This is an optimization exercise on Yosys and OpenROAD, whose aim is small area, a short achievable clock period and few clock cycles per item, not a production implementation.
Where RTL was checked, it was by simulation tests only, not by an equivalence proof against the original.
Only the layout flow was run in run 2; the RTL was not checked for function there.
Power figures rest on the tool's default switching activity, not on a simulated workload.

[flow/flow/run.sh]
#!/bin/bash
set -euo pipefail
here=$(pwd)
RS_SLACK=6.6 RS_DEPTH=4 bash standard.sh \
  "BUFFER_PORTS_ARGS=-buffer_cell sky130_fd_sc_hd__buf_1" \
  "SETUP_SLACK_MARGIN=6.5" \
  "POST_FLOORPLAN_TCL=$here/flow/restructure.tcl" \
  finish > standard_finish.log 2>&1
[flow/standard.sh]
#!/bin/bash
# synth_recipe.tcl (not shown) runs the flow's synth.tcl, then flattens the netlist and writes it again
# the make line also repeats each setting of config.mk as NAME=value (left out here)
make -C /OpenROAD-flow-scripts/flow DESIGN_CONFIG=/design/flow/config.mk WORK_HOME=/design/flow/orfs CLKGATE_MAP_FILE= SYNTH_SCRIPT=/design/flow/synth_recipe.tcl "${@:-finish}"
[flow/config.mk]
export PLATFORM = sky130hd
export DESIGN_NAME = fds_decoder
export DESIGN_NICKNAME = fds_decoder
export VERILOG_FILES = /design/flow/design.v
export SDC_FILE = /design/flow/constraint.sdc
export NUM_CORES = 4
export LEC_CHECK = 0
export CAP_MARGIN = 20
export CORE_MARGIN = 2
export CORE_UTILIZATION = 60
export CTS_BUF_LIST = sky130_fd_sc_hd__clkbuf_4 sky130_fd_sc_hd__clkbuf_8
export CTS_CLUSTER_DIAMETER = 60
export CTS_CLUSTER_SIZE = 30
export SLEW_MARGIN = 20
[flow/constraint.sdc]
create_clock -name core_clock -period 10.0 [get_ports {clk}]
set_input_delay 2.0000 -clock core_clock [delete_from_list [all_inputs] [get_ports {clk}]]
set_output_delay 2.0000 -clock core_clock [all_outputs]
set_load 0.01 [all_outputs]
[flow/design.v]
module fds_decoder (
    input  wire        clk,
    input  wire        rst,           
    input  wire [7:0]  cfg_q_t0,      
    input  wire [7:0]  cfg_q_t1,      
    input  wire [7:0]  cfg_q_t2,      
    input  wire [7:0]  cfg_q_t3,      
    input  wire [15:0] cfg_min_gap,   
    input  wire        in_valid,
    output wire        in_ready,
    input  wire [7:0]  in_data,
    output reg         out_valid,
    input  wire        out_ready,
    output reg  [1:0]  out_kind,
    output wire [31:0] out_data,
    output wire [31:0] out_pos
);
    localparam [1:0] K_DATA     = 2'd0;
    localparam [1:0] K_BLOCK_OK = 2'd1;
    localparam [1:0] K_BAD_CRC  = 2'd2;
    localparam [1:0] K_MISMATCH = 2'd3;
    localparam [1:0] P_TYPE = 2'd0, P_DATA = 2'd1, P_CRCLO = 2'd2, P_CRCHI = 2'd3;
    localparam [15:0] CRC_START = 16'h8080;
    function [15:0] crc_bit;
        input [15:0] reg_in;
        input        b;
        reg   [16:0] r;
        begin
            r = {b, reg_in};
            if (r[0]) r = r ^ 17'h10810;
            crc_bit = r[16:1];
        end
    endfunction
    function lt8;
        input [7:0] a;
        input [7:0] b;
        integer i;
        reg r;
        begin
            r = 1'b0;
            for (i = 0; i < 8; i = i + 1)
                r = (!a[i] && b[i]) || (!(a[i] ^ b[i]) && r);
            lt8 = r;
        end
    endfunction
    wire lt0 = lt8(in_data, cfg_q_t0);
    wire lt1 = lt8(in_data, cfg_q_t1);
    wire lt2 = lt8(in_data, cfg_q_t2);
    wire lt3 = lt8(in_data, cfg_q_t3);
    wire [1:0] sym_in = {lt0 || (!lt1 && !lt2), lt0 || (!lt1 && (lt2 || !lt3))};
    reg       q_v0;           
    reg       q_nf;           
    reg [1:0] q_s0, q_s1;     
    assign in_ready = q_nf;
    reg  end_p;               
    wire push = in_valid && q_nf;
    wire can  = !end_p && (!out_valid || out_ready);
    wire pop  = q_v0 && can;
    wire [1:0] s = q_s0;
    always @(posedge clk) begin
        if (!q_v0 || (pop && q_nf)) q_s0 <= sym_in;
        else if (pop)               q_s0 <= q_s1;
        if (q_nf)                   q_s1 <= sym_in;
        if (rst) begin
            q_v0 <= 1'b0;
            q_nf <= 1'b1;
        end else begin
            q_v0 <= push || !q_nf || (q_v0 && !pop);
            q_nf <= !((!q_nf && !pop) || (q_v0 && push && !pop));
        end
    end
    reg        in_block;
    reg        prev;          
    reg [1:0]  phase;         
    reg [2:0]  bitcnt;        
    reg [15:0] cnt;           
    reg [7:0]  sr;            
    reg [7:0]  ob;            
    reg [15:0] crc;
    reg [2:0]  exp_type;      
    reg [15:0] size;
    reg [31:0] pos;           
    reg [31:0] e_pos;         
    reg r_end;                
    reg r_mis;
    wire mismatch = r_mis;
    wire two  = prev && (s[0] ^ s[1]);
    wire b0   = prev ? (s == 2'd0) : (s == 2'd1);
    wire b1   = s[1] && !s[0];
    wire npr  = two ? b1 : b0;
    wire cnt_z = (cnt == 16'd0);
    wire cnt_1 = (cnt == 16'd1);
    wire last_bit = (phase == P_CRCHI) && (bitcnt == 3'd7);
    wire take2 = two && !last_bit;
    wire done0 = (bitcnt == 3'd7);
    wire done1 = take2 && (bitcnt == 3'd6);
    wire bdone = done0 || done1;
    wire g0 = !phase[1];
    wire g1 = done0 ? ((phase == P_TYPE && !cnt_z) || (phase == P_DATA && !cnt_1)) : !phase[1];
    wire [15:0] crc1 = crc_bit(crc, b0 & g0);
    wire [15:0] crc2 = crc_bit(crc1, b1 & g1);
    wire [15:0] crc_n = take2 ? crc2 : crc1;
    wire [7:0]  sr_n = take2 ? {b1, b0, sr[7:2]} : {b0, sr[7:1]};
    wire [7:0]  byte_n = done1 ? {b1, b0, sr[7:2]} : {b0, sr[7:1]};
    wire        mis1 = ({b1, b0, sr[7:2]} != {5'd0, exp_type});
    wire        mis0 = ({b0, sr[7:1]} != {5'd0, exp_type});
    wire        mis_n = done1 ? mis1 : mis0;
    reg [15:0] blk_cnt;
    always @* begin
        case (exp_type[1:0])
            2'd1: blk_cnt = 16'd55;
            2'd2: blk_cnt = 16'd1;
            2'd3: blk_cnt = 16'd15;
            default: blk_cnt = size;
        endcase
    end
    wire [15:0] cnt_dec = cnt - 16'd1;
    always @(posedge clk) begin
        if (pop) begin
            if (!in_block) begin
                prev   <= 1'b1;
                phase  <= P_TYPE;
                bitcnt <= 3'd0;
                crc    <= CRC_START;
                e_pos  <= pos;
                if (s == 2'd1 && cnt_z) begin
                    in_block <= 1'b1;
                    cnt      <= blk_cnt;
                end else if (s == 2'd0) begin
                    if (!cnt_z) cnt <= cnt_dec;
                end else begin
                    cnt <= cfg_min_gap;
                end
            end else begin
                prev   <= npr;
                sr     <= sr_n;
                crc    <= crc_n;
                bitcnt <= bitcnt + {1'b0, take2, !take2};
                if (bdone) begin
                    if (phase != P_CRCHI) ob <= byte_n;
                    case (phase)
                        P_TYPE: phase <= cnt_z ? P_CRCLO : P_DATA;
                        P_DATA: begin
                            cnt <= cnt_dec;
                            if (cnt_1) phase <= P_CRCLO;
                            if (!mismatch && exp_type[1:0] == 2'd3 && cnt[15:2] == 14'd0 && cnt[1])
                                size <= {byte_n, size[15:8]};
                        end
                        P_CRCLO: phase <= P_CRCHI;
                        default: begin
                            in_block <= 1'b0;
                            cnt      <= cfg_min_gap;
                            if (!mismatch)
                                exp_type <= exp_type[2] ? 3'd3 : exp_type + 3'd1;
                        end
                    endcase
                end
            end
        end
        if (rst) begin
            in_block <= 1'b0;
            cnt      <= cfg_min_gap;
            exp_type <= 3'd1;
        end
    end
    always @(posedge clk) begin
        if (rst)
            pos <= 32'd0;
        else if (pop)
            pos <= pos + 32'd1;
    end
    wire rec_n = pop && in_block && bdone &&
                 (phase == P_TYPE || (phase == P_DATA && !mismatch) ||
                  (phase == P_CRCHI && !mismatch));
    wire end_n = rec_n && (phase == P_CRCHI);
    always @(posedge clk) begin
        if (rst) begin
            out_valid <= 1'b0;
            end_p     <= 1'b0;
        end else begin
            end_p <= end_n;
            if ((rec_n && !end_n) || end_p)
                out_valid <= 1'b1;
            else if (out_ready)
                out_valid <= 1'b0;
        end
        if (rec_n) begin
            r_end <= end_n;
            r_mis <= (phase == P_TYPE) && mis_n;
            out_kind <= (phase == P_TYPE && mis_n) ? K_MISMATCH : K_DATA;
        end
        if (end_p)
            out_kind <= ({sr, ob} == crc) ? K_BLOCK_OK : K_BAD_CRC;
    end
    assign out_data[7:0]   = r_end ? crc[7:0] : ob;
    assign out_data[15:8]  = ({8{r_end}} & crc[15:8]) | ({8{r_mis}} & {5'd0, exp_type});
    assign out_data[31:16] = {16{r_end}} & {sr, ob};
    assign out_pos = e_pos;
endmodule
[flow/flow/restructure.tcl]
# Run after floorplan: re-map the logic cones of the slowest paths for delay
# with OpenROAD's restructure (ABC on the cones, with real timing).
set lib [lindex $::env(LIB_FILES) 0]
set lo [join $::env(TIELO_CELL_AND_PORT) /]
set hi [join $::env(TIEHI_CELL_AND_PORT) /]
file mkdir $::env(OBJECTS_DIR)/rmp
restructure -target timing -slack_threshold $::env(RS_SLACK) -depth_threshold $::env(RS_DEPTH) \
  -liberty_file $lib -tielo_port $lo -tiehi_port $hi \
  -work_dir $::env(OBJECTS_DIR)/rmp -abc_logfile $::env(LOG_DIR)/rmp_abc.log
report_design_area
==> out/results.txt, run 1 <==
outcome - no timing/DRC/antenna violations
Hold Crit Class - reg -> reg
Synth Area in Compound Gates - 11.6%
first-pass GRT wire length - 31.5 mm
Initial DRC Count - 585
Final Hold Viols - 0
DP Area - 0.00876 mm2
xor/xnor share of the synthesized area - 7.06%
Max-cap violations - 0
Num CTS Buffers - 17
layout cell share with drive strength beyond 1 - 9.33%
Clock Latency Late Sink - 0.47 ns
number of global-route vias before repair - 6424
clock network fraction of total power - 32.6%
die area - 0.0144 mm2
Pre-antenna DRT Iters - 6
PwrDens - 145 mW/mm2
core area - 0.0132 mm2
P_sw - 0.000397 W
largest net degree at the start of global routing - 50
Worst Path Arrival - 1.50 ns
clock period minus worst slack - 3.50 ns
starting density of the core - 61.2%
via count - 6461
drt via density - 5.88
area grow syn2layout - 14.5%
main combinational cell family by area after synthesis - simple AND/OR/NAND/NOR gates
non-filler cells, final - 1098
HPWL after DPL - 13.7 mm
r2r startpoint - phase[0]
number of synthesized flops with an enable pin - 110
worst-path fanout max - 13
Design Area, Final - 0.00923 mm2
skew final - 0.0168 ns
H-tree Lvls - 4
Mapped Nets - 887
Die Ht - 120 um
Root Driver - clkbuf_8
FF+latch count, synth - 150
Highest Clock Rate - 286 MHz
R2R cell count - 8
PortBufs - 127
WL/cell - 17.7 um
Post-CTS Hold Fix Bufs - 0
final setup TNS - 0 ns
CP Launch Point - r_end
routability cong. - 0.894
final WL - 19.4 mm
register area share after synthesis - 50.9%
Relative slew margins - 34.2%
Total GRT Usage - 27.9%
Clk pin slew, worst setup/hold paths - 0.09 ns
post-synthesis mux area share - 2.84%
cell count after synthesis - 783
Inst Count DP - 1058
Nets - 1013
library cells used by synthesis - 61
die width - 120 um
fin crit share - 35.0%
n_diodes - 0
Reg2Reg Setup Slack - 6.74 ns
Setup WS post-layout - 6.50 ns
critical path class - reg -> out
Setup crit end - out_data[7]
Synth Area in Adders - 6.92%
fin. max-slew vios - 0
CTS tree - done
Routed Antenna Nets - 0
CP Launch Type - flip-flop
synth warn - 1
Worst-Margin Slew - 0.987 ns
clock sinks - 150
Avg Cell Area, Syn - 10.3 um2
WP data required - 8.00 ns
Setup WS pre-CTS - 5.66 ns
synthesized area - 0.00807 mm2
Critical Path End Type - primary output
Flop pwr share - 52.8%
DR DRC count - 0
antenna violations before repair - 0
switch share - 29.6%
grt ovf - 0
Leak - 3.32 nW
ys flop type - edfxtp_1
R2R Path End - bitcnt[1]
worst vdd ir - 0.0983 mV
simple-gate share of the synthesized area - 17.5%
endpoints failing setup - 0
Cell Rows - 42
Pint - 0.000944 W
io pins - 128
Max Buffers Root-to-Sink - 2
RSZ-0062 raised after global routing - true
Comb pwr share - 14.6%
asr flop ratio synth - 0%
[logic make-up after synthesis]
family / after synthesis
and+or+nand+nor: 293
AOI/OAI and AO/OA: 143
buffers and inverters: 67
adders and majority gates: 44
muxes: 21
xor gates and xnor gates: 65
DFF: 150
[per-layer routing]
layer,vias up,share of wire [%],track usage [%]
li1,3081,-,-
met1,3095,43,36.4
met2,244,49,45.5
met3,41,6.4,6.70
met4,0,2.1,10.1
met5,-,0,0
[how the worst min path moves through the flow]
stage             start   endpoint  depth (start not counted)
6_report       size[14]    size[6]                          0
4_1_cts        size[14]    size[6]                          0
2_1_floorplan   pos[26]  e_pos[26]                          0
5_1_grt         pos[26]  e_pos[26]                          0
3_5_place_dp    pos[26]  e_pos[26]                          0
3_3_place_gp    pos[26]  e_pos[26]                          0
[critical path, cell delays in order, from the launching register on]
cell and delay, ns:
edfxtp_1 0.40, buf_12 0.16, mux2_2 0.34, buf_1 0.14
[power groups by stage]
stage | combinational (W) | sequential, W | clock, W
2_1_floorplan | 0.000137 | 0.000719 | 0
3_3_place_gp | 0.000182 | 0.000722 | 0
3_5_place_dp | 0.000190 | 0.000722 | 0
4_1_cts | 0.000193 | 0.000708 | 0.000440
5_1_grt | 0.000220 | 0.000711 | 0.000463
6_report | 0.000196 | 0.000708 | 0.000437
[Yosys cell counts, types with 2 or more instances]
master,n,area share (%)
dfxtp_1,40,9.9
xor2_1,43,4.7
nand4b_1,5,0.54
a221o_1,4,0.50
o31ai_1,3,0.28
xnor2_1,22,2.4
buf_1,3,0.14
a211oi_1,12,1.1
a21oi_1,47,2.9
or2_2,3,0.23
inv_1,34,1.6
and3_1,6,0.47
o211ai_1,6,0.56
o21ai_0,22,1.4
ha_1,43,6.7
or4_4,2,0.28
o2bb2ai_1,5,0.54
and2_1,28,2.2
o22ai_1,3,0.23
nor2b_1,5,0.39
a21o_1,3,0.28
mux2i_1,6,0.74
clkbuf_1,25,1.2
a21boi_0,3,0.28
o21a_1,4,0.37
nand3_1,20,1.2
a2111oi_0,5,0.54
nor3b_1,3,0.28
inv_2,2,0.093
nand4_1,14,1.1
mux2_2,15,2.1
nand2_1,84,3.9
a31oi_1,9,0.70
a22oi_1,3,0.28
nor2_1,88,4.1
a22o_1,4,0.43
and4_1,3,0.33
edfxtp_1,110,41
or3_1,4,0.31
nor3_1,16,0.99
nor4_1,6,0.47
[through the flow]
step                hold WS, ns  util [%]  total power (W)
finish                    0.467      70.0          0.00134
floorplan                 0.408         -         0.000857
global route              0.476      70.0          0.00139
detailed placement        0.446      66.4         0.000913
global placement          0.427      66.4         0.000904
CTS                       0.467      69.5          0.00134
[layout make-up]
type                            count  area [um2]
Fill cell                        1063        3960
Clock buffer                       18         241
Multi-Input combinational cell    566        3820
Inverter                           37         150
Timing Repair Buffer              137         586
Tap cell                          176         220
Sequential cell                   150        4100
Clock inverter                     14         115
[state kept, by name, summed over array words and instances, names as in the netlist, 2 cells and up]
| name | count |
|---|---|
| size | 16 |
| ob | 8 |
| cnt | 16 |
| q_s0 | 2 |
| crc | 16 |
| bitcnt | 3 |
| e_pos | 32 |
| q_s1 | 2 |
| pos | 32 |
| out_kind | 2 |
| exp_type | 3 |
| phase | 2 |
| sr | 8 |
[layout by cell type (no fill, tap or decap), types with 6 or more instances in the layout]
cell / n
o21ai_0: 21
xor2_1: 43
a31oi_1: 9
buf_1: 125
nor3_1: 15
a211oi_1: 11
mux2i_1: 6
mux2_2: 15
a21oi_1: 47
ha_1: 41
and3_1: 6
nor4_1: 6
buf_4: 8
and2_1: 28
clkbuf_8: 17
o211ai_1: 6
dfxtp_1: 40
edfxtp_1: 110
xnor2_1: 22
inv_1: 33
nor2_1: 85
nand2_1: 83
nand4_1: 14
nand3_1: 19
[what timing repair did]
item	in CTS	in global routing
endpoints found under the hold margin	0	0
setup endpoints to repair	45	53
pin swaps	2	3
buffers inserted	4	4
gates resized for setup	1	9
Testbench counts, summed over its fixed seeds: cycles 728,934, items 728,725.
==> run 2: changes to the inputs <==
--- a/flow/design.v
+++ b/flow/design.v
@@ -52,9 +52,9 @@
     reg       q_nf;           
     reg [1:0] q_s0, q_s1;     
     assign in_ready = q_nf;
-    reg  end_p;               
+    reg  chk_p;               
     wire push = in_valid && q_nf;
-    wire can  = !end_p && (!out_valid || out_ready);
+    wire can  = !chk_p && (!out_valid || out_ready);
     wire pop  = q_v0 && can;
     wire [1:0] s = q_s0;
     always @(posedge clk) begin
@@ -75,13 +75,13 @@
     reg [2:0]  bitcnt;        
     reg [15:0] cnt;           
     reg [7:0]  sr;            
-    reg [7:0]  ob;            
+    reg [7:0]  ob;
     reg [15:0] crc;
     reg [2:0]  exp_type;      
     reg [15:0] size;
     reg [31:0] pos;           
     reg [31:0] e_pos;         
-    reg r_end;                
+    reg r_end;
     reg r_mis;
     wire mismatch = r_mis;
     wire two  = prev && (s[0] ^ s[1]);
@@ -102,9 +102,6 @@
     wire [15:0] crc_n = take2 ? crc2 : crc1;
     wire [7:0]  sr_n = take2 ? {b1, b0, sr[7:2]} : {b0, sr[7:1]};
     wire [7:0]  byte_n = done1 ? {b1, b0, sr[7:2]} : {b0, sr[7:1]};
-    wire        mis1 = ({b1, b0, sr[7:2]} != {5'd0, exp_type});
-    wire        mis0 = ({b0, sr[7:1]} != {5'd0, exp_type});
-    wire        mis_n = done1 ? mis1 : mis0;
     reg [15:0] blk_cnt;
     always @* begin
         case (exp_type[1:0])
@@ -134,10 +131,11 @@
             end else begin
                 prev   <= npr;
                 sr     <= sr_n;
-                crc    <= crc_n;
+                crc[15:8] <= crc_n[15:8];
+                crc[7:0]  <= (bdone && phase == P_CRCHI) ? ob : crc_n[7:0];
                 bitcnt <= bitcnt + {1'b0, take2, !take2};
                 if (bdone) begin
-                    if (phase != P_CRCHI) ob <= byte_n;
+                    ob <= (phase == P_CRCHI) ? crc_n[7:0] : byte_n;
                     case (phase)
                         P_TYPE: phase <= cnt_z ? P_CRCLO : P_DATA;
                         P_DATA: begin
@@ -172,28 +170,33 @@
     wire rec_n = pop && in_block && bdone &&
                  (phase == P_TYPE || (phase == P_DATA && !mismatch) ||
                   (phase == P_CRCHI && !mismatch));
-    wire end_n = rec_n && (phase == P_CRCHI);
+    wire chk_n = rec_n && (phase == P_TYPE || phase == P_CRCHI);
+    wire mis_c = (ob != {5'd0, exp_type});
     always @(posedge clk) begin
         if (rst) begin
             out_valid <= 1'b0;
-            end_p     <= 1'b0;
+            chk_p     <= 1'b0;
         end else begin
-            end_p <= end_n;
-            if ((rec_n && !end_n) || end_p)
+            chk_p <= chk_n;
+            if ((rec_n && !chk_n) || chk_p)
                 out_valid <= 1'b1;
             else if (out_ready)
                 out_valid <= 1'b0;
         end
-        if (rec_n) begin
-            r_end <= end_n;
-            r_mis <= (phase == P_TYPE) && mis_n;
-            out_kind <= (phase == P_TYPE && mis_n) ? K_MISMATCH : K_DATA;
-        end
-        if (end_p)
-            out_kind <= ({sr, ob} == crc) ? K_BLOCK_OK : K_BAD_CRC;
-    end
-    assign out_data[7:0]   = r_end ? crc[7:0] : ob;
+        if (rec_n)
+            out_kind <= K_DATA;
+        if (chk_p) begin
+            if (in_block) begin
+                r_mis    <= mis_c;
+                out_kind <= mis_c ? K_MISMATCH : K_DATA;
+            end else begin
+                out_kind <= ({sr, crc[7:0]} == {crc[15:8], ob}) ? K_BLOCK_OK : K_BAD_CRC;
+            end
+        end
+        r_end <= (chk_p && !in_block) || (r_end && out_valid && !out_ready);
+    end
+    assign out_data[7:0]   = ob;
     assign out_data[15:8]  = ({8{r_end}} & crc[15:8]) | ({8{r_mis}} & {5'd0, exp_type});
-    assign out_data[31:16] = {16{r_end}} & {sr, ob};
+    assign out_data[31:16] = {16{r_end}} & {sr, crc[7:0]};
     assign out_pos = e_pos;
 endmodule
==> flow/flow/run.sh (replaced) <==
#!/bin/bash
set -euo pipefail
bash standard.sh \
  "BUFFER_PORTS_ARGS=-buffer_cell sky130_fd_sc_hd__buf_1" \
  "SETUP_SLACK_MARGIN=${FLOW_SETUP_MARGIN:-6.5}" \
  finish > standard_finish.log 2>&1
removed: flow/flow/restructure.tcl
==> out/results.txt, run 2 <==
Hold Startpoint - pos[31]
Root Driver - clkbuf_8
HPWL after DPL - 14.2 mm
register area share after synthesis - 49.6%
Routed Antenna Nets - 0
Die Ht - 121 um
Inst Count DP - 1074
library cells used by synthesis - 66
RSZ-0062 raised after global routing - true
most common cell in the netlist - edfxtp_1
cell count after synthesis - 799
first-pass GRT wire length - 32.3 mm
Num CTS Buffers - 17
WL/cell - 18.3 um
synthesized area - 0.00826 mm2
Avg Cell Area, Syn - 10.3 um2
skew final - 0.00905 ns
Max Buffers Root-to-Sink - 2
Nets - 1023
Synth Area in Compound Gates - 12.5%
Hold Crit Endpoint - e_pos[31]
Top Registers - e_pos x32, pos x32
endpoints failing setup - 0
Relative slew margins - 39.5%
Mapped Nets - 903
CTS tree - done
n_diodes - 0
top post-synthesis cells by area - edfxtp_1, dfxtp_1, ha_1
die width - 121 um
outcome - no timing/DRC/antenna violations
largest area contributor in the netlist - edfxtp_1
starting density of the core - 61.8%
r2r startpoint - phase[1]
Final Hold Viols - 0
non-filler cells, final - 1108
fin. max-slew vios - 0
Leak - 3.30 nW
Total GRT Usage - 28.4%
Max-cap violations - 0
Pre-antenna DRT Iters - 5
Hold Crit Class - reg -> reg
Highest Clock Rate - 284 MHz
grt ovf - 0
routability cong. - 0.872
Worst-Margin Slew - 0.906 ns
fin crit share - 35.2%
final WL - 20.2 mm
die area - 0.0147 mm2
Synth Area in Adders - 6.76%
Clock Latency Late Sink - 0.46 ns
fill count - 1052
synth warn - 1
antenna violations before repair - 0
Setup WS post-layout - 6.48 ns
worst vdd ir - 0.0884 mV
slowest CP cell - a2111oi_4
Initial DRC Count - 707
number of synthesized flops with an enable pin - 109
worst-path cell chain - buf_1 > clkinvlp_4 > ha_4 > a2111oi_4 > nand2_1 > o22a_1 > a221oi_2 > o21ai_1 > mux2_2
Finished Core Util - 70.9%
Fin Hold WS - 0.465 ns
clock sinks - 150
FF+latch count, synth - 150
Post-CTS Hold Fix Bufs - 0
Worst Path Arrival - 3.73 ns
synth cell count leaders - edfxtp_1, nor2_1, nand2_1
simple-gate share of the synthesized area - 17.6%
worst hold stages - 0
critical path class - in -> reg
worst-path fanout max - 4
PortBufs - 127
clock period minus worst slack - 3.52 ns
io pins - 128
Clk pin slew, worst setup/hold paths - 0.08 ns
post-synthesis mux area share - 3.46%
Cell Rows - 42
via count - 6738
WP data required - 10.21 ns
layout cell share with drive strength beyond 1 - 8.37%
xor/xnor share of the synthesized area - 6.68%
Crit path buffers/inverters - 2
Setup WS pre-CTS - 5.98 ns
asr flop ratio synth - 0%
PwrDens - 155 mW/mm2
drt via density - 6.08
final setup TNS - 0 ns
area grow syn2layout - 14.6%
most frequent cells in the layout - buf_1, edfxtp_1, nor2_1
R2R cell count - 9
CP top delay family - compound AO/OA/AOI/OAI gates
Yosys top cell area share - 39.6%
DR DRC count - 0
core area - 0.0133 mm2
CP Launch Type - input pin
largest net degree at the start of global routing - 60
number of global-route vias before repair - 6360
H-tree Lvls - 4
ys flop type - edfxtp_1
main combinational cell family by area after synthesis - simple AND/OR/NAND/NOR gates
commonest non-fill, non-tap cell in the layout - buf_1
Reg2Reg Setup Slack - 6.96 ns
Critical Path End Type - flip-flop
CP max stage delay - 0.28 ns
R2R Path End - bitcnt[2]
[run 2: cell types whose count changed in the layout (fill, tap and decap cells not counted), moves of 9 or more]
cell | before | now
xor2_1 | 43 | 24
xnor2_1 | 22 | 39
mux2i_1 | 6 | 15
nand2_1 | 83 | 70
[run 2: kinds of logic after synthesis]
group           Yosys count
xor+xnor                 63
simple gates            285
compound gates          159
fa+ha+maj                44
mux                      27
flops                   150
buf+inv                  71
[run 2: how the worst max path moves through the flow]
stage / start / endpoint / slack (ns) / cells past startpoint
after global placement: in_data[5] / q_s0[0] / 6.05 / 9
after detailed placement: in_data[5] / q_s0[0] / 5.98 / 9
after floorplan: in_data[5] / q_s0[0] / 6.31 / 8
final: in_data[5] / q_s0[0] / 6.48 / 9
after global routing: in_data[5] / q_s0[0] / 6.39 / 9
after CTS: r_end / out_data[9] / 6.50 / 2
[run 2: area by class of cell]
| cell class | instances | area [um2] | share of cell area, % |
|---|---|---|---|
| inverter | 39 | 166 | 1.76 |
| multi-input combinational | 578 | 3980 | 42.0 |
| timing repair buffer | 133 | 539 | 5.70 |
| clock buffer | 18 | 241 | 2.55 |
| clock inverter | 14 | 223 | 2.35 |
| tap | 176 | 220 | 2.33 |
| sequential | 150 | 4100 | 43.3 |
[run 2: metrics by stage]
step           total power [W]  cell area, um2
2_1_floorplan         0.000874            8350
3_3_place_gp          0.000925            8950
3_5_place_dp          0.000935            8950
4_1_cts                0.00147            9420
5_1_grt                0.00153            9460
6_report               0.00147            9460
[run 2: layer usage]
layer	global-route usage, %	vias to the layer above	share of wire, %
met4	10.5	0	2.4
met3	6.11	47	7.8
met5	0	-	0
li1	-	3165	-
met1	37.8	3205	42
met2	45.9	321	48
[run 2: repair_timing]
action,CTS,global route
gates resized for setup,1,6
endpoints found under the hold margin,0,0
setup endpoints to repair,25,50
pin swaps,1,1
buffers inserted,1,1
[run 2: power breakdown]
part	internal, W	switching (W)	leakage [nW]
Combinational	0.0000792	0.000135	1.71
Sequential	0.000692	0.0000210	1.36
Clock	0.000302	0.000241	0.228
==> run 3: changes to the inputs <==
--- a/flow/design.v
+++ b/flow/design.v
@@ -50,23 +50,27 @@
     wire [1:0] sym_in = {lt0 || (!lt1 && !lt2), lt0 || (!lt1 && (lt2 || !lt3))};
     reg       q_v0;           
     reg       q_nf;           
-    reg [1:0] q_s0, q_s1;     
+    reg [1:0] q_e0, q_e1;     
+    reg       q_wp, q_rp;     
     assign in_ready = q_nf;
     reg  chk_p;               
     wire push = in_valid && q_nf;
     wire can  = !chk_p && (!out_valid || out_ready);
     wire pop  = q_v0 && can;
-    wire [1:0] s = q_s0;
-    always @(posedge clk) begin
-        if (!q_v0 || (pop && q_nf)) q_s0 <= sym_in;
-        else if (pop)               q_s0 <= q_s1;
-        if (q_nf)                   q_s1 <= sym_in;
+    wire [1:0] s = q_rp ? q_e1 : q_e0;
+    always @(posedge clk) begin
+        if (push && !q_wp) q_e0 <= sym_in;
+        if (push &&  q_wp) q_e1 <= sym_in;
         if (rst) begin
             q_v0 <= 1'b0;
             q_nf <= 1'b1;
+            q_wp <= 1'b0;
+            q_rp <= 1'b0;
         end else begin
             q_v0 <= push || !q_nf || (q_v0 && !pop);
             q_nf <= !((!q_nf && !pop) || (q_v0 && push && !pop));
+            if (push) q_wp <= !q_wp;
+            if (pop)  q_rp <= !q_rp;
         end
     end
     reg        in_block;
==> out/results.txt, run 3 <==
outcome - no timing/DRC/antenna violations
clock sinks - 152
grt ovf - 0
HPWL after DPL - 13.2 mm
Root Driver - clkbuf_8
Reg2Reg Setup Slack - 6.75 ns
Mapped Nets - 883
Nets - 999
Hold Startpoint - size[15]
core area - 0.0132 mm2
Inst Count DP - 1051
CP max stage delay - 0.56 ns
H-tree Lvls - 4
Num CTS Buffers - 17
FF+latch count, synth - 152
WP data required - 8.00 ns
most frequent cells in the layout - buf_1, edfxtp_1, nor2_1
Max Buffers Root-to-Sink - 2
R2R Path End - bitcnt[2]
Crit path buffers/inverters - 1
CP Launch Point - crc[1]
worst-path fanout max - 7
non-filler cells, final - 1084
CTS tree - done
worst-path cell chain - and2_1 > buf_1
most common cell in the netlist - edfxtp_1
RSZ-0062 raised after global routing - false
Routed Antenna Nets - 0
CP top delay family - flip-flops
Top Registers - e_pos x32, pos x32
routability cong. - 0.851
top post-synthesis cells by area - edfxtp_1, dfxtp_1, ha_1
first-pass GRT wire length - 30.0 mm
slowest CP cell - edfxtp_1
worst vdd ir - 0.110 mV
largest area contributor in the netlist - edfxtp_1
ys flop type - edfxtp_1
fin crit share - 33.8%
drt via density - 5.81
Max-cap violations - 0
synthesized area - 0.00816 mm2
endpoints failing setup - 0
CP Launch Type - flip-flop
Avg Cell Area, Syn - 10.5 um2
number of global-route vias before repair - 6004
commonest non-fill, non-tap cell in the layout - buf_1
Die Ht - 121 um
library cells used by synthesis - 66
Total GRT Usage - 26.5%
Post-CTS Hold Fix Bufs - 0
n_diodes - 0
area grow syn2layout - 12.9%
asr flop ratio synth - 0%
Relative slew margins - 41.5%
worst hold stages - 0
Finished Core Util - 69.5%
Fin Hold WS - 0.470 ns
Critical Path End Type - primary output
PortBufs - 127
Worst Path Arrival - 1.38 ns
Hold Crit Endpoint - size[7]
clock period minus worst slack - 3.38 ns
PwrDens - 146 mW/mm2
R2R cell count - 11
Highest Clock Rate - 296 MHz
skew final - 0.0134 ns
Pre-antenna DRT Iters - 7
fill count - 1058
Final Hold Viols - 0
Worst-Margin Slew - 0.876 ns
r2r startpoint - q_rp
Cell Rows - 42
register area share after synthesis - 50.7%
Clock Latency Late Sink - 0.47 ns
die area - 0.0145 mm2
via count - 6294
synth cell count leaders - edfxtp_1, nor2_1, nand2_1
Hold Crit Class - reg -> reg
cell count after synthesis - 779
largest net degree at the start of global routing - 58
starting density of the core - 61.6%
WL/cell - 17.0 um
Yosys top cell area share - 40.1%
critical path class - reg -> out
io pins - 128
layout cell share with drive strength beyond 1 - 7.49%
die width - 121 um
antenna violations before repair - 0
fin. max-slew vios - 0
Leak - 3.39 nW
synth warn - 1
Initial DRC Count - 576
final WL - 18.5 mm
final setup TNS - 0 ns
DR DRC count - 0
number of synthesized flops with an enable pin - 109
Clk pin slew, worst setup/hold paths - 0.09 ns
run 3: changes by cell type after synthesis, sizes merged, moves of 5 or more:
cell,previous run,this run
o21ai,29,22
xor2,24,33
clkbuf,23,28
nand3,26,20
a21o,0,9
a21oi,52,41
or3,10,5
and3,4,13
run 3: routing by layer:
layer	share of wire (%)	global-route usage [%]
met1	44	36.1
met2	48	42.6
met3	5.9	5.38
met4	1.8	8.72
met5	0	0
run 3: power by group:
part | total, W | switching [W] | internal [W]
clock network | 0.000452 | 0.000265 | 0.000187
registers | 0.000716 | 0.0000181 | 0.000698
logic | 0.000176 | 0.000109 | 0.0000669
total | 0.00134 | 0.000392 | 0.000951
run 3: stage by stage:
step	cell area, um2	total power (W)	setup WS, ns
after CTS	9180	0.00135	6.51
final	9210	0.00134	6.62
after floorplan	8200	0.000852	6.51
after global placement	8780	0.000896	5.96
after global routing	9210	0.00140	6.51
after detailed placement	8790	0.000903	5.91
run 3: cell type report:
cell class,instances,area [um2],area share [%]
timing repair buffer,131,523,5.68
inverter,39,158,1.71
multi-input combinational,554,3780,41.1
clock inverter,15,155,1.68
clock buffer,17,234,2.54
sequential,152,4140,44.9
tap,176,220,2.39
run 3: logic make-up (layout without fill, tap and decap cells):
logic type / after synthesis / after routing / synth area share [%]
AO/OA/AOI/OAI: 143 / 143 / 11.7
XOR/XNOR: 70 / 70 / 7.52
adder cells (fa/ha/maj): 44 / 44 / 6.84
buffers and inverters: 73 / 202 / 3.67
flip-flops: 152 / 152 / 50.7
multiplexers: 23 / 23 / 2.95
AND/OR/NAND/NOR: 274 / 274 / 16.6
run 3: what timing repair did:
item                       CTS  global route
gates resized for setup      2             3
setup buffers                0             1
setup endpoints to repair   28            26
pin swaps                    0             1
run 3: worst max-delay path by stage:
stage,endpoint,slack [ns],cells past startpoint
floorplan,q_e0[0],6.51,8
global placement,pos[21],5.96,7
detailed placement,cnt[10],5.91,5
CTS,out_data[10],6.51,2
global route,bitcnt[2],6.51,11
finish,out_data[17],6.62,2
run 3: worst register-to-register path: stages, from the launching register on:
cell	delay, ns
dfxtp_1	0.40
mux2i_1	0.32
ha_1	0.30
nand2_1	0.16
a41oi_2	0.05
buf_4	0.26
inv_1	0.59
ha_1	0.28
inv_1	0.05
fa_1	0.37
xor2_1	0.17
nor2_1	0.05
Testbench counts of run 3, summed over its fixed seeds: cycles 729,154, items 728,725.
==> run 4: changes to the inputs <==
--- a/flow/design.v
+++ b/flow/design.v
@@ -83,8 +83,11 @@
     reg [15:0] crc;
     reg [2:0]  exp_type;      
     reg [15:0] size;
-    reg [31:0] pos;           
-    reg [31:0] e_pos;         
+    reg [3:0]  pos_lo;
+    reg [27:0] pos_hi;
+    reg        pos_c;
+    reg [31:0] e_pos;
+    reg        e_hi_ld;
     reg r_end;
     reg r_mis;
     wire mismatch = r_mis;
@@ -123,7 +126,7 @@
                 phase  <= P_TYPE;
                 bitcnt <= 3'd0;
                 crc    <= CRC_START;
-                e_pos  <= pos;
+                e_pos[3:0] <= pos_lo;
                 if (s == 2'd1 && cnt_z) begin
                     in_block <= 1'b1;
                     cnt      <= blk_cnt;
@@ -137,7 +140,8 @@
                 sr     <= sr_n;
                 crc[15:8] <= crc_n[15:8];
                 crc[7:0]  <= (bdone && phase == P_CRCHI) ? ob : crc_n[7:0];
-                bitcnt <= bitcnt + {1'b0, take2, !take2};
+                bitcnt <= {bitcnt[2] ^ (bitcnt[1] && (take2 || bitcnt[0])),
+                           bitcnt[1] ^ (take2 || bitcnt[0]), bitcnt[0] ^ !take2};
                 if (bdone) begin
                     ob <= (phase == P_CRCHI) ? crc_n[7:0] : byte_n;
                     case (phase)
@@ -166,10 +170,20 @@
         end
     end
     always @(posedge clk) begin
-        if (rst)
-            pos <= 32'd0;
-        else if (pop)
-            pos <= pos + 32'd1;
+        if (rst) begin
+            pos_lo <= 4'd0;
+            pos_c  <= 1'b0;
+            pos_hi <= 28'd0;
+        end else begin
+            if (pop)
+                pos_lo <= pos_lo + 4'd1;
+            pos_c <= pop && (pos_lo == 4'hF);
+            if (pos_c)
+                pos_hi <= pos_hi + 28'd1;
+        end
+        e_hi_ld <= pop && !in_block;
+        if (e_hi_ld)
+            e_pos[31:4] <= pos_hi;
     end
     wire rec_n = pop && in_block && bdone &&
                  (phase == P_TYPE || (phase == P_DATA && !mismatch) ||
==> out/results.txt, run 4 <==
cell count after synthesis - 772
die width - 120 um
Avg Cell Area, Syn - 10.5 um2
outcome - no timing/DRC/antenna violations
grt ovf - 0
slowest CP cell - nor3_4
register area share after synthesis - 51.3%
Die Ht - 120 um
multi-input combinational cell area - 0.00374 mm2
Pwr Total - 0.00136 W
top post-synthesis cells by area - edfxtp_1, dfxtp_1, ha_1
Pre-antenna DRT Iters - 6
clock period minus worst slack - 3.42 ns
first-pass GRT wire length - 29.7 mm
number of synthesized flops with an enable pin - 109
largest area contributor in the netlist - edfxtp_1
antenna violations before repair - 0
post-CTS setup buffer count - 0
Num CTS Buffers - 17
CP max stage delay - 0.62 ns
Max Buffers Root-to-Sink - 2
Top Usage Layer GRT - met2
Setup WS post-layout - 6.58 ns
most common cell in the netlist - edfxtp_1
Crit path buffers/inverters - 2
HPWL after DPL - 13.4 mm
fill count - 1093
Final Hold Viols - 0
fin. max-slew vios - 0
die area - 0.0145 mm2
endpoints failing setup - 0
Reg area - 0.00418 mm2
PwrDens - 149 mW/mm2
worst hold stages - 0
fin crit share - 34.2%
clock sinks - 154
n_diodes - 0
Routed Antenna Nets - 0
critical path class - in -> reg
Clk pin slew, worst setup/hold paths - 0.08 ns
skew final - 0.0133 ns
CP Depth - 7
CP Launch Type - input pin
Post-CTS Hold Fix Bufs - 0
R2R cell count - 11
Mapped Nets - 877
io pins - 128
CTS tree - done
DR DRC count - 0
Cell Rows - 42
commonest non-fill, non-tap cell in the layout - buf_1
most frequent cells in the layout - buf_1, edfxtp_1, nor2_1
final setup TNS - 0 ns
Clock Latency Late Sink - 0.46 ns
worst-path fanout max - 28
H-tree Lvls - 4
layout cell share with drive strength beyond 1 - 6.90%
worst vdd ir - 0.0754 mV
Yosys top cell area share - 40.3%
Critical Path End Type - flip-flop
met3 global-route usage - 6.18%
GR Layer Usage met1 - 35.5%
via count - 6352
Max-cap violations - 0
register with the most flip-flops - e_pos
PortBufs - 127
Leak - 3.27 nW
Total GRT Usage - 26.4%
Nets - 991
CP top delay family - simple AND/OR/NAND/NOR gates
synth cell count leaders - edfxtp_1, nor2_1, nand2_1
core area - 0.0132 mm2
Initial DRC Count - 555
Highest Clock Rate - 292 MHz
synth warn - 1
asr flop ratio synth - 0%
final WL - 18.8 mm
routability cong. - 0.887
Worst Path Arrival - 3.51 ns
number of global-route vias before repair - 5924
area grow syn2layout - 12.2%
largest net degree at the start of global routing - 54
synthesized area - 0.00813 mm2
drt via density - 5.91
ys flop type - edfxtp_1
RSZ-0062 raised after global routing - true
library cells used by synthesis - 61
Root Driver - clkbuf_8
max reg flops - 32
routing usage on met2 - 42.4%
Worst-Margin Slew - 1.02 ns
Relative slew margins - 31.9%
worst-path cell chain - buf_1 > nor2b_1 > nor2_1 > nand2_2 > inv_8 > nand3_2 > nor3_4
starting density of the core - 61.4%
WP data required - 10.09 ns
FF+latch count, synth - 154
Top Registers - e_pos x32, pos_hi x28
Hold Crit Class - reg -> reg
WL/cell - 17.5 um
Setup WS pre-CTS - 5.89 ns
## run 4: cell families after synthesis
logic type	share of synthesized area (%)
buf+inv	2.94
xor+xnor	7.33
flops	51.3
compound gates	10.7
simple gates	17.5
fa+ha+maj	6.93
mux	3.20
## run 4: report_power, final
group	leakage (nW)	switching [W]	internal, W	total [W]
clock	0.184	0.000252	0.000205	0.000458
combinational	1.69	0.000108	0.0000648	0.000172
sequential	1.39	0.0000205	0.000705	0.000726
total	3.27	0.000381	0.000975	0.00136
## run 4: final cells by class
class	count	share of cell area [%]
Tap cell	176	2.41
Clock inverter	14	1.49
Clock buffer	18	2.65
Sequential cell	154	45.8
Multi-Input combinational cell	558	41.0
Timing Repair Buffer	129	5.43
Inverter	26	1.19
## run 4: repair_timing
item | in CTS | in global routing
gates resized for setup | 2 | 2
endpoints found under the setup margin | 31 | 10
endpoints found under the hold margin | 0 | 0
## run 4: layer usage
| layer | share of wire [%] | wire length [um] |
|---|---|---|
| met1 | 43 | 8080 |
| met3 | 7.3 | 1380 |
| met4 | 1.9 | 360 |
| met5 | 0 | 0 |
| met2 | 48 | 8970 |
## run 4: worst paths after layout
path	startpoint	end	slack, ns
max	out_ready	size[7]	6.58
min reg2reg	pos_hi[27]	e_pos[31]	0.46
max reg2reg	q_rp	bitcnt[2]	6.88
min	pos_hi[27]	e_pos[31]	0.46
## run 4: stage by stage
| stage | cell area, um2 | cells | hold slack, ns | utilization (%) |
|---|---|---|---|---|
| after floorplan | 8160 | 772 | 0.426 | - |
| after global routing | 9120 | 1075 | 0.473 | 68.9 |
| after global placement | 8730 | 1043 | 0.440 | 66.0 |
| final | 9120 | 1075 | 0.461 | 68.9 |
| after CTS | 9120 | 1075 | 0.466 | 68.8 |
| after detailed placement | 8730 | 1043 | 0.451 | 66.0 |
Testbench counts of run 4, summed over its fixed seeds: cycles 729,154, items 728,725.
==> run 5: changes to the inputs <==
--- a/flow/config.mk
+++ b/flow/config.mk
@@ -5,6 +5,7 @@
 export SDC_FILE = /design/flow/constraint.sdc
 export NUM_CORES = 4
 export LEC_CHECK = 0
+export ABC_AREA = 1
 export CAP_MARGIN = 20
 export CORE_MARGIN = 2
 export CORE_UTILIZATION = 60
==> out/results.txt, run 5 <==
outcome - no timing/DRC/antenna violations
layout cell share with drive strength beyond 1 - 9.03%
PortBufs - 127
die area - 0.0153 mm2
Reg2Reg Setup Slack - 6.71 ns
CP top delay family - buffers and inverters
endpoints failing setup - 0
register with the most flip-flops - e_pos
R2R Path End - cnt[0]
synth warn - 1
register area share after synthesis - 48.4%
via count - 7265
synthesized area - 0.00862 mm2
slowest CP cell - clkinv_1
first-pass GRT wire length - 32.7 mm
most frequent cells in the layout - nand2_1, inv_1, buf_1
largest area contributor in the netlist - edfxtp_1
max reg flops - 32
CP max stage delay - 0.32 ns
area grow syn2layout - 13.9%
Crit path buffers/inverters - 4
r2r startpoint - q_rp
critical path class - in -> reg
Total GRT Usage - 28.0%
met2 wire len - 9.32 mm
Comb pwr share - 12.2%
Root Driver - clkbuf_8
Initial DRC Count - 644
CTS tree - done
io pins - 128
FF+latch count, synth - 154
asr flop ratio synth - 0%
Max Buffers Root-to-Sink - 2
Max-cap violations - 0
synth cell count leaders - nand2_1, inv_1, edfxtp_1
Top Registers - e_pos x32, pos_hi x28
DR top layer - met4
cell count after synthesis - 998
top post-synthesis cells by area - edfxtp_1, dfxtp_1, nand2_1
n_diodes - 0
Nets - 1233
worst-path cell chain - buf_1 > buf_4 > nor2_1 > inv_1 > nor2_1 > nor2_1 > clkinv_1 > a22oi_1 > o21ai_0
Fin Hold WS - 0.435 ns
ys flop type - edfxtp_1
Relative slew margins - 38.2%
Flop pwr share - 52.2%
Num CTS Buffers - 17
P_sw - 0.000380 W
clock sinks - 154
switch share - 27.7%
Cell Rows - 43
Setup WS post-layout - 6.58 ns
fin. max-slew vios - 0
fill count - 1170
met1 WL - 9.17 mm
Worst-Margin Slew - 0.925 ns
Hold Crit Class - reg -> reg
Final Hold Viols - 0
worst-path fanout max - 22
PwrDens - 140 mW/mm2
library cells used by synthesis - 54
H-tree Lvls - 4
DR DRC count - 0
RSZ-0062 raised after global routing - true
R2R cell count - 11
Critical Path End Type - flip-flop
Clock Latency Late Sink - 0.47 ns
core area - 0.0139 mm2
Highest Clock Rate - 292 MHz
number of global-route vias before repair - 6611
Setup crit end - cnt[6]
Design Area, Final - 0.00981 mm2
commonest non-fill, non-tap cell in the layout - nand2_1
Clk pin slew, worst setup/hold paths - 0.09 ns
grt ovf - 0
Yosys top cell area share - 38.0%
most common cell in the netlist - nand2_1
starting density of the core - 61.8%
clock network fraction of total power - 35.5%
Avg Cell Area, Syn - 8.63 um2
drt via density - 5.50
antenna violations before repair - 0
WL/cell - 15.5 um
fin crit share - 34.2%
CP Depth - 9
worst vdd ir - 0.0737 mV
Worst Path Arrival - 3.65 ns
routability cong. - 0.884
CP Launch Point - rst
final WL - 20.5 mm
CP Launch Type - input pin
skew final - 0.0113 ns
WP data required - 10.23 ns
largest net degree at the start of global routing - 31
clock period minus worst slack - 3.42 ns
met3 WL - 1.53 mm
HPWL after DPL - 14.6 mm
die width - 124 um
Post-CTS Hold Fix Bufs - 0
Die Ht - 124 um
Pint - 0.000993 W
Routed Antenna Nets - 0
most used cell, CP - nor2_1
number of synthesized flops with an enable pin - 109
DP Area - 0.00929 mm2
Pre-antenna DRT Iters - 6
Mapped Nets - 1103
Leak - 3.99 nW
final setup TNS - 0 ns
Setup WS pre-CTS - 4.98 ns
Finished Core Util - 70.4%
==> run 5: kinds of logic after synthesis <==
family / synth area share, %
AOI/OAI and AO/OA: 13.5
xor gates and xnor gates: 2.74
adders and majority gates: 6.53
buffers and inverters: 8.78
DFF: 48.4
muxes: 0.232
and+or+nand+nor: 19.8
==> run 5: cell type report <==
cell class	count	area [um2]	area share (%)
Timing Repair Buffer	135	574	5.85
Multi-Input combinational cell	650	3780	38.5
Tap cell	180	225	2.30
Inverter	170	651	6.63
Clock inverter	14	156	1.59
Clock buffer	18	248	2.52
Sequential cell	154	4180	42.6
==> run 5: routing by layer <==
| metal | track usage (%) | vias to the layer above |
|---|---|---|
| li1 | - | 3608 |
| met1 | 38.2 | 3308 |
| met2 | 43.8 | 305 |
| met3 | 6.32 | 44 |
| met4 | 10.5 | 0 |
| met5 | 0 | - |
==> run 5: metrics by stage <==
| stage | total power, W | std cells |
|---|---|---|
| floorplan | 0.000846 | 998 |
| detailed placement | 0.000893 | 1281 |
| global route | 0.00143 | 1321 |
| CTS | 0.00138 | 1320 |
| global placement | 0.000888 | 1281 |
| finish | 0.00137 | 1321 |
==> run 5: worst register-to-register path, stage by stage (launching register included) <==
cell and delay [ns]:
dfxtp_1 0.35, inv_1 0.07, or2_2 0.27, o21ai_0 0.19, ha_1 0.22, nand2_1 0.16
a21oi_4 0.54, nand4_4 0.37, nand2_2 0.25, a21oi_1 0.13, a221oi_4 0.26, buf_12 0.20
==> run 5: what timing repair did <==
action / CTS / global route
gates resized for setup: 3 / 3
cloned: 2 / 0
endpoints found under the hold margin: 0 / 0
setup endpoints to repair: 78 / 56
buffers inserted: 5 / 1
pin swaps: 3 / 0
==> run 5: worst min-delay path by stage <==
stage,endpoint,startpoint,slack [ns],cells after the start
after CTS,e_pos[31],pos_hi[27],0.44,0
after global placement,e_pos[30],pos_hi[26],0.41,0
final,e_pos[31],pos_hi[27],0.44,0
after floorplan,e_pos[26],pos_hi[22],0.41,0
after detailed placement,e_pos[31],pos_hi[27],0.42,0
after global routing,e_pos[30],pos_hi[26],0.46,0
==> run 5: power groups by stage <==
| stage | sequential (W) | clock, W | combinational, W |
|---|---|---|---|
| floorplan | 0.000732 | 0 | 0.000114 |
| global placement | 0.000732 | 0 | 0.000155 |
| detailed placement | 0.000733 | 0 | 0.000160 |
| CTS | 0.000718 | 0.000492 | 0.000166 |
| global route | 0.000721 | 0.000519 | 0.000192 |
| finish | 0.000718 | 0.000488 | 0.000168 |
==> run 6: changes to the inputs <==
==> flow/flow/run.sh (replaced) <==
#!/bin/bash
set -euo pipefail
bash standard.sh \
  "BUFFER_PORTS_ARGS=-buffer_cell sky130_fd_sc_hd__buf_1" \
  "SETUP_SLACK_MARGIN=${FLOW_SETUP_MARGIN:-6.7}" \
  finish > standard_finish.log 2>&1
--- a/flow/config.mk
+++ b/flow/config.mk
@@ -5,7 +5,6 @@
 export SDC_FILE = /design/flow/constraint.sdc
 export NUM_CORES = 4
 export LEC_CHECK = 0
-export ABC_AREA = 1
 export CAP_MARGIN = 20
 export CORE_MARGIN = 2
 export CORE_UTILIZATION = 60
==> out/results.txt, run 6 <==
largest net degree at the start of global routing - 54
most common cell in the netlist - edfxtp_1
Avg Cell Area, Syn - 10.5 um2
Leak - 3.49 nW
Cell Rows - 42
CP Launch Type - flip-flop
layout cell share with drive strength beyond 1 - 12.8%
RSZ-0062 raised after global routing - true
cell count after synthesis - 772
Clock Latency Late Sink - 0.46 ns
asr flop ratio synth - 0%
Yosys top cell area share - 40.3%
worst vdd ir - 0.162 mV
routability cong. - 0.924
critical path class - reg -> out
Pint - 0.000980 W
clock sinks - 154
DR DRC count - 0
Mapped Nets - 877
final WL - 19.3 mm
register with the most flip-flops - e_pos
max reg flops - 32
first-pass GRT wire length - 29.8 mm
Critical Path End Type - primary output
endpoints failing setup - 0
worst-path fanout max - 4
P_sw - 0.000381 W
skew final - 0.00961 ns
non-filler cells, final - 1099
top post-synthesis cells by area - edfxtp_1, dfxtp_1, ha_1
FF+latch count, synth - 154
Worst Path Arrival - 1.35 ns
io pins - 128
Routed Antenna Nets - 0
switch share - 28.0%
Hold Crit Class - reg -> reg
antenna violations before repair - 0
library cells used by synthesis - 61
Num CTS Buffers - 17
number of global-route vias before repair - 5879
synth cell count leaders - edfxtp_1, nor2_1, nand2_1
number of synthesized flops with an enable pin - 109
WL/cell - 17.6 um
Die Ht - 120 um
Max Buffers Root-to-Sink - 2
final setup TNS - 0 ns
drt via density - 5.85
outcome - no timing/DRC/antenna violations
Clk pin slew, worst setup/hold paths - 0.08 ns
die area - 0.0145 mm2
Total GRT Usage - 26.5%
Top Registers - e_pos x32, pos_hi x28
PortBufs - 127
via count - 6426
ys flop type - edfxtp_1
Nets - 1015
Root Driver - clkbuf_8
starting density of the core - 61.4%
CTS tree - done
Inst Count DP - 1044
Highest Clock Rate - 298 MHz
Comb pwr share - 13.4%
Post-CTS Hold Fix Bufs - 0
Initial DRC Count - 686
register area share after synthesis - 51.3%
WP data required - 8.00 ns
grt ovf - 0
Max-cap violations - 0
clock network fraction of total power - 33.3%
Pre-antenna DRT Iters - 5
synthesized area - 0.00813 mm2
H-tree Lvls - 4
fin. max-slew vios - 0
most frequent cells in the layout - edfxtp_1, buf_1, nor2_1
Worst-Margin Slew - 1.01 ns
Finished Core Util - 71.4%
PwrDens - 144 mW/mm2
clock period minus worst slack - 3.35 ns
die width - 120 um
Fin Hold WS - 0.455 ns
HPWL after DPL - 13.5 mm
fin crit share - 33.5%
area grow syn2layout - 16.4%
synth warn - 1
Relative slew margins - 32.8%
largest area contributor in the netlist - edfxtp_1
commonest non-fill, non-tap cell in the layout - edfxtp_1
Final Hold Viols - 0
n_diodes - 0
Flop pwr share - 53.3%
core area - 0.0132 mm2
[run 6: cell count changes in the layout (fill, tap and decap cells not counted), moves of 17 or more]
cell,delta
inv_1,-134
nand2_1,-127
o21ai_0,-66
nor2_1,+30
and2_1,+24
buf_1,-23
xnor2_1,+23
clkbuf_2,+20
nand3_1,-18
xor2_1,+18
a21oi_1,-17
[run 6: critical path: stages, from the launching register on]
cell	delay (ns)
edfxtp_1	0.50
a22o_1	0.26
buf_1	0.13
[run 6: final timing paths]
path / to / slack, ns / cells past startpoint / from
setup / recovery: out_data[9] / 6.65 / 2 / crc[9]
hold / removal: e_pos[31] / 0.46 / 0 / pos_hi[27]
hold reg to reg: e_pos[31] / 0.46 / 0 / pos_hi[27]
setup reg to reg: cnt[14] / 6.95 / 4 / q_rp
[run 6: final cells by class]
type,instances,area [um2]
fill,1022,3780
timing repair inverter,1,5.00
clock buffer,18,241
inverter,26,126
multi-input combinational,558,3820
tap,176,220
sequential,154,4180
timing repair buffer,152,728
clock inverter,14,135
[run 6: through the flow]
step	setup WS, ns	cell area (um2)	power (W)
floorplan	6.62	8260	0.000861
global placement	6.22	8830	0.000907
detailed placement	6.18	8830	0.000914
CTS	6.64	9290	0.00136
global route	6.57	9460	0.00141
finish	6.65	9460	0.00136
[run 6: per-layer routing]
layer | share of wire (%) | wire (um) | vias to the layer above | track usage, %
met3 | 8.6 | 1670 | 34 | 5.61
met5 | 0 | 0 | - | 0
met1 | 42 | 8020 | 3041 | 36.5
li1 | - | - | 3065 | -
met2 | 48 | 9260 | 286 | 42.3
met4 | 1.8 | 357 | 0 | 8.36
[run 6: logic make-up after synthesis]
group,share of synthesized area [%]
AND/OR/NAND/NOR,17.5
flip-flops,51.3
AO/OA/AOI/OAI,10.7
XOR/XNOR,7.33
buffers and inverters,2.94
adder cells (fa/ha/maj),6.93
multiplexers,3.20
[run 6: power by group through the flow]
stage / clock network [W] / logic, W / registers, W
global route: 0.000484 / 0.000203 / 0.000728
CTS: 0.000459 / 0.000176 / 0.000725
finish: 0.000453 / 0.000182 / 0.000725
floorplan: 0 / 0.000124 / 0.000737
detailed placement: 0 / 0.000173 / 0.000741
global placement: 0 / 0.000168 / 0.000739
[run 6: what timing repair did]
item                                    4_1_cts  5_1_grt
buffers inserted                              7       15
gates resized for setup                       4       32
pin swaps                                     1        2
cloned                                        0        1
endpoints found under the setup margin       43       49
==> run 7: changes to the inputs <==
==> flow/flow/run.sh (replaced) <==
#!/bin/bash
set -euo pipefail
bash standard.sh \
  "BUFFER_PORTS_ARGS=-buffer_cell sky130_fd_sc_hd__buf_1" \
  "SETUP_SLACK_MARGIN=${FLOW_SETUP_MARGIN:-6.9}" \
  finish > standard_finish.log 2>&1
==> out/results.txt, run 7 <==
area grow syn2layout - 19.3%
routability cong. - 0.870
Yosys top cell area share - 40.3%
Hold Crit Class - reg -> reg
outcome - no timing/DRC/antenna violations
PwrDens - 143 mW/mm2
Relative slew margins - 41.3%
most frequent cells in the layout - edfxtp_1, buf_1, nor2_1
Post-CTS Hold Fix Bufs - 0
DR top layer - met4
Fin Hold WS - 0.461 ns
Nets - 1026
Cell Rows - 42
main combinational cell family by area after synthesis - simple AND/OR/NAND/NOR gates
register with the most flip-flops - e_pos
met2 wire len - 9.76 mm
FF+latch count, synth - 154
R2R cell count - 6
synthesized area - 0.00813 mm2
max reg flops - 32
Worst Path Arrival - 1.35 ns
largest area contributor in the netlist - edfxtp_1
worst vdd ir - 0.0997 mV
Hold Startpoint - pos_hi[27]
PortBufs - 127
met1 WL - 8.46 mm
library cells used by synthesis - 61
Max-cap violations - 0
largest net degree at the start of global routing - 54
clock sinks - 154
Pre-antenna DRT Iters - 5
Setup WS post-layout - 6.65 ns
grt ovf - 0
Design Area, Final - 0.00970 mm2
Inst Count DP - 1043
first-pass GRT wire length - 31.2 mm
Max Buffers Root-to-Sink - 2
Top Registers - e_pos x32, pos_hi x28
ys flop type - edfxtp_1
antenna violations before repair - 0
Final Hold Viols - 0
Avg Cell Area, Syn - 10.5 um2
layout cell share with drive strength beyond 1 - 15.8%
Synth Area in Compound Gates - 10.7%
Root Driver - clkbuf_8
CP Launch Type - flip-flop
critical path class - reg -> out
Routed Antenna Nets - 0
synth warn - 1
endpoints failing setup - 0
Leak - 3.59 nW
r2r startpoint - cnt[11]
H-tree Lvls - 4
CTS tree - done
core area - 0.0132 mm2
commonest non-fill, non-tap cell in the layout - edfxtp_1
n_diodes - 0
HPWL after DPL - 13.5 mm
Clock Latency Late Sink - 0.47 ns
drt via density - 5.92
WP data required - 8.00 ns
asr flop ratio synth - 0%
met3 WL - 1.49 mm
Num CTS Buffers - 17
Clk pin slew, worst setup/hold paths - 0.10 ns
xor/xnor share of the synthesized area - 7.33%
non-filler cells, final - 1110
fin crit share - 33.5%
die width - 120 um
Reg2Reg Setup Slack - 7.09 ns
post-synthesis mux area share - 3.20%
Setup WS pre-CTS - 5.83 ns
DR DRC count - 0
final setup TNS - 0 ns
Mapped Nets - 877
number of synthesized flops with an enable pin - 109
Die Ht - 120 um
Hold Crit Endpoint - e_pos[31]
Total GRT Usage - 27.9%
skew final - 0.0133 ns
top post-synthesis cells by area - edfxtp_1, dfxtp_1, ha_1
RSZ-0062 raised after global routing - true
Synth Area in Adders - 6.93%
starting density of the core - 61.4%
cell count after synthesis - 772
DP Area - 0.00884 mm2
Critical Path End Type - primary output
most common cell in the netlist - edfxtp_1
io pins - 128
WL/cell - 18.1 um
final WL - 20.1 mm
Initial DRC Count - 640
Worst-Margin Slew - 0.880 ns
via count - 6572
synth cell count leaders - edfxtp_1, nor2_1, nand2_1
simple-gate share of the synthesized area - 17.5%
CP Launch Point - r_end
Highest Clock Rate - 298 MHz
R2R Path End - cnt[14]
register area share after synthesis - 51.3%
clock period minus worst slack - 3.35 ns
number of global-route vias before repair - 6183
worst-path fanout max - 8
fin. max-slew vios - 0
worst hold stages - 0
die area - 0.0145 mm2
## run 7: changes by cell type in the layout (fill, tap and decap cells not counted), sizes merged
cell / delta
buf: +9
bufinv: -1
clkinv: +3
## run 7: power breakdown
| group | switching [W] | total, W | internal (W) |
|---|---|---|---|
| clock network | 0.000277 | 0.000467 | 0.000190 |
| logic | 0.000118 | 0.000196 | 0.0000776 |
| registers | 0.0000200 | 0.000725 | 0.000705 |
## run 7: critical path: stages, from the launching register on
cell and delay (ns):
dfxtp_4 0.37, buf_12 0.13, a22o_1 0.23, buf_2 0.15
## run 7: repair_timing
item                                    in CTS  in global routing
endpoints found under the setup margin      92                 82
cloned                                       0                  2
pin swaps                                    7                 12
resized for setup                           17                 42
setup buffers                               26                  7
## run 7: metrics by stage
step	utilization, %	power [W]
2_1_floorplan	-	0.000862
4_1_cts	71.9	0.00138
3_5_place_dp	66.7	0.000914
6_report	73.3	0.00139
3_3_place_gp	66.7	0.000908
5_1_grt	73.3	0.00144
## run 7: cell type report
| type | instances | area, um2 |
|---|---|---|
| Sequential cell | 154 | 4180 |
| Multi-Input combinational cell | 558 | 3910 |
| Fill cell | 997 | 3540 |
| Timing Repair Buffer | 162 | 828 |
| Clock buffer | 17 | 234 |
| Tap cell | 176 | 220 |
| Clock inverter | 15 | 174 |
| Inverter | 26 | 138 |
| Timing Repair inverter | 2 | 13.8 |
## run 7: cell families after synthesis
group           count (synthesis)
flops                         154
xor+xnor                       68
mux                            25
simple gates                  284
fa+ha+maj                      45
compound gates                136
buf+inv                        60
## run 7: worst max path at each step
stage,endpoint,depth (start not counted)
4_1_cts,out_data[10],3
2_1_floorplan,size[0],6
3_5_place_dp,cnt[6],5
3_3_place_gp,cnt[6],5
5_1_grt,out_data[10],3
6_report,out_data[10],3
## run 7: routing by layer
layer	GRT usage, %	vias to the layer above
met2	45.7	301
met5	0	-
met1	36.9	3134
li1	-	3099
met4	9.81	0
met3	5.94	38
==> run 8: changes to the inputs <==
==> flow/flow/run.sh (replaced) <==
#!/bin/bash
set -euo pipefail
bash standard.sh \
  "BUFFER_PORTS_ARGS=-buffer_cell sky130_fd_sc_hd__buf_1" \
  "SETUP_SLACK_MARGIN=${FLOW_SETUP_MARGIN:-6.5}" \
  finish > standard_finish.log 2>&1
--- a/flow/config.mk
+++ b/flow/config.mk
@@ -7,7 +7,7 @@
 export LEC_CHECK = 0
 export CAP_MARGIN = 20
 export CORE_MARGIN = 2
-export CORE_UTILIZATION = 60
+export CORE_UTILIZATION = 75
 export CTS_BUF_LIST = sky130_fd_sc_hd__clkbuf_4 sky130_fd_sc_hd__clkbuf_8
 export CTS_CLUSTER_DIAMETER = 60
 export CTS_CLUSTER_SIZE = 30
==> out/results.txt, run 8 <==
outcome - no timing/DRC/antenna violations
H-tree Lvls - 4
first-pass GRT wire length - 30.3 mm
endpoints failing setup - 0
register area share after synthesis - 51.3%
RSZ-0062 raised after global routing - false
clock sinks - 154
die width - 108 um
most frequent cells in the layout - buf_1, edfxtp_1, nor2_1
synthesized area - 0.00813 mm2
Die Ht - 108 um
Max Buffers Root-to-Sink - 2
DP Area - 0.00869 mm2
Clk pin slew, worst setup/hold paths - 0.10 ns
FF+latch count, synth - 154
area grow syn2layout - 12.4%
die area - 0.0117 mm2
Hold Crit Class - reg -> reg
Highest Clock Rate - 294 MHz
Setup WS pre-CTS - 5.85 ns
Final Hold Viols - 0
asr flop ratio synth - 0%
top post-synthesis cells by area - edfxtp_1, dfxtp_1, ha_1
PortBufs - 127
Relative slew margins - 34.6%
CTS tree - done
Leak - 3.31 nW
largest net degree at the start of global routing - 54
most common cell in the netlist - edfxtp_1
Design Area, Final - 0.00914 mm2
io pins - 128
Worst Path Arrival - 1.40 ns
largest area contributor in the netlist - edfxtp_1
critical path class - reg -> out
fin crit share - 34.0%
WL/cell - 19.1 um
core area - 0.0107 mm2
Max-cap violations - 0
clock period minus worst slack - 3.40 ns
worst vdd ir - 0.120 mV
final setup TNS - 0 ns
Critical Path End Type - primary output
fill count - 592
HPWL after DPL - 13.8 mm
Setup WS post-layout - 6.60 ns
number of global-route vias before repair - 6313
via count - 6686
Top Registers - e_pos x32, pos_hi x28
CP Launch Type - flip-flop
Avg Cell Area, Syn - 10.5 um2
layout cell share with drive strength beyond 1 - 7.00%
Root Driver - clkbuf_8
synth warn - 1
grt ovf - 0
Finished Core Util - 85.4%
ys flop type - edfxtp_1
Routed Antenna Nets - 0
antenna violations before repair - 0
register with the most flip-flops - e_pos
WP data required - 8.00 ns
skew final - 0.0140 ns
starting density of the core - 76.0%
n_diodes - 0
final WL - 19.8 mm
synth cell count leaders - edfxtp_1, nor2_1, nand2_1
Nets - 992
Initial DRC Count - 576
routability cong. - 0.907
Num CTS Buffers - 17
Total GRT Usage - 33.7%
fin. max-slew vios - 0
max reg flops - 32
commonest non-fill, non-tap cell in the layout - buf_1
worst-path fanout max - 6
PwrDens - 152 mW/mm2
DR DRC count - 0
library cells used by synthesis - 61
Pre-antenna DRT Iters - 6
cell count after synthesis - 772
Yosys top cell area share - 40.3%
Worst-Margin Slew - 0.981 ns
drt via density - 6.43
Mapped Nets - 877
Clock Latency Late Sink - 0.47 ns
number of synthesized flops with an enable pin - 109
Cell Rows - 38
## run 8: kinds of logic after synthesis
logic type      Yosys count  share of synthesized area [%]
compound gates          136                           10.7
flops                   154                           51.3
mux                      25                           3.20
xor+xnor                 68                           7.33
fa+ha+maj                45                           6.93
buf+inv                  60                           2.94
simple gates            284                           17.5
## run 8: repair_timing
item	4_1_cts	5_1_grt
endpoints found under the setup margin	31	23
hold endpoints to repair	0	0
buffers inserted	0	1
hold buffers	0	0
pin swaps	0	1
gates resized for setup	2	2
## run 8: final cells by class
| cell class | count | area [um2] | area share (%) |
|---|---|---|---|
| timing repair buffer | 130 | 515 | 5.64 |
| tap | 140 | 175 | 1.92 |
| clock inverter | 15 | 176 | 1.93 |
| sequential | 154 | 4180 | 45.7 |
| inverter | 26 | 105 | 1.15 |
| multi-input combinational | 558 | 3750 | 41.0 |
| clock buffer | 17 | 234 | 2.56 |
## run 8: worst paths after layout
| path | start | endpoint | slack (ns) | cells past startpoint |
|---|---|---|---|---|
| min | pos_hi[27] | e_pos[31] | 0.46 | 0 |
| max reg2reg | phase[0] | bitcnt[2] | 6.86 | 9 |
| min reg2reg | pos_hi[27] | e_pos[31] | 0.46 | 0 |
| max | r_mis | out_data[9] | 6.60 | 2 |
## run 8: critical path, cell delays in order, from the launching register on
cell,delay (ns)
edfxtp_1,0.54
a22o_1,0.26
buf_1,0.13
## run 8: metal layers
metal	wire length [um]	up-vias	track usage, %
li1	-	3026	-
met5	0	-	0
met4	532	0	13.4
met1	7480	3181	41.2
met2	9950	409	57.0
met3	1890	70	9.22
## run 8: power breakdown
part	total, W	internal [W]	switching (W)
Combinational	0.000178	0.0000657	0.000112
Clock	0.000487	0.000232	0.000256
Sequential	0.000727	0.000705	0.0000222
## run 8: through the flow
stage                     power, W  instances  hold slack [ns]
after global routing       0.00144       1040            0.475
after floorplan           0.000858        772            0.426
final                      0.00139       1040            0.464
after global placement    0.000900       1007            0.436
after CTS                  0.00139       1039            0.463
after detailed placement  0.000911       1007            0.437

-- re-timing with driven ports --
How much do the figures lean on ideal ports? The routed layouts below were timed once more, with nothing changed but the port constraints. Step 1 sets driving cells, clkbuf_16 on the clock port and buf_2 on the other inputs (assumed; they add their load-dependent delay and slew). Step 2 moves the port delays by t, midway between the first and last clock arrival at a register: inputs arrive t later, outputs are due t later. That takes back most of the time a late clock gives input paths. a / b / c = ideal ports / drivers / drivers and shift; a / b = the first two.
| run | t, ns | slack for setup (ns) | worst setup path at the end | worst register clock-pin slew, ns | cell pins on the clock port's net |
|---|---|---|---|---|---|
| run 1 | 0.500 | 6.504 / 6.466 / 6.058 | input to register | 0.10 / 0.10 | 1 |
| run 2 | 0.496 | 6.483 / 6.495 / 5.999 | input to register | 0.09 / 0.09 | 1 |
| run 3 | 0.506 | 6.619 / 6.581 / 6.156 | input to register | 0.10 / 0.10 | 1 |
| run 4 | 0.496 | 6.580 / 6.569 / 6.084 | input to register | 0.09 / 0.09 | 1 |
| run 5 | 0.503 | 6.580 / 6.564 / 6.092 | input to register | 0.09 / 0.09 | 1 |
| run 6 | 0.487 | 6.645 / 6.610 / 6.226 | input to register | 0.09 / 0.09 | 1 |
| run 7 | 0.504 | 6.647 / 6.607 / 6.383 | input to register | 0.10 / 0.10 | 1 |
| run 8 | 0.493 | 6.599 / 6.564 / 6.129 | input to register | 0.10 / 0.10 | 1 |
After both steps setup and hold are still met in every run listed. For run 4, which loses most, drivers alone change the setup slack by -0.011 ns; drivers and shift together by -0.496 ns.
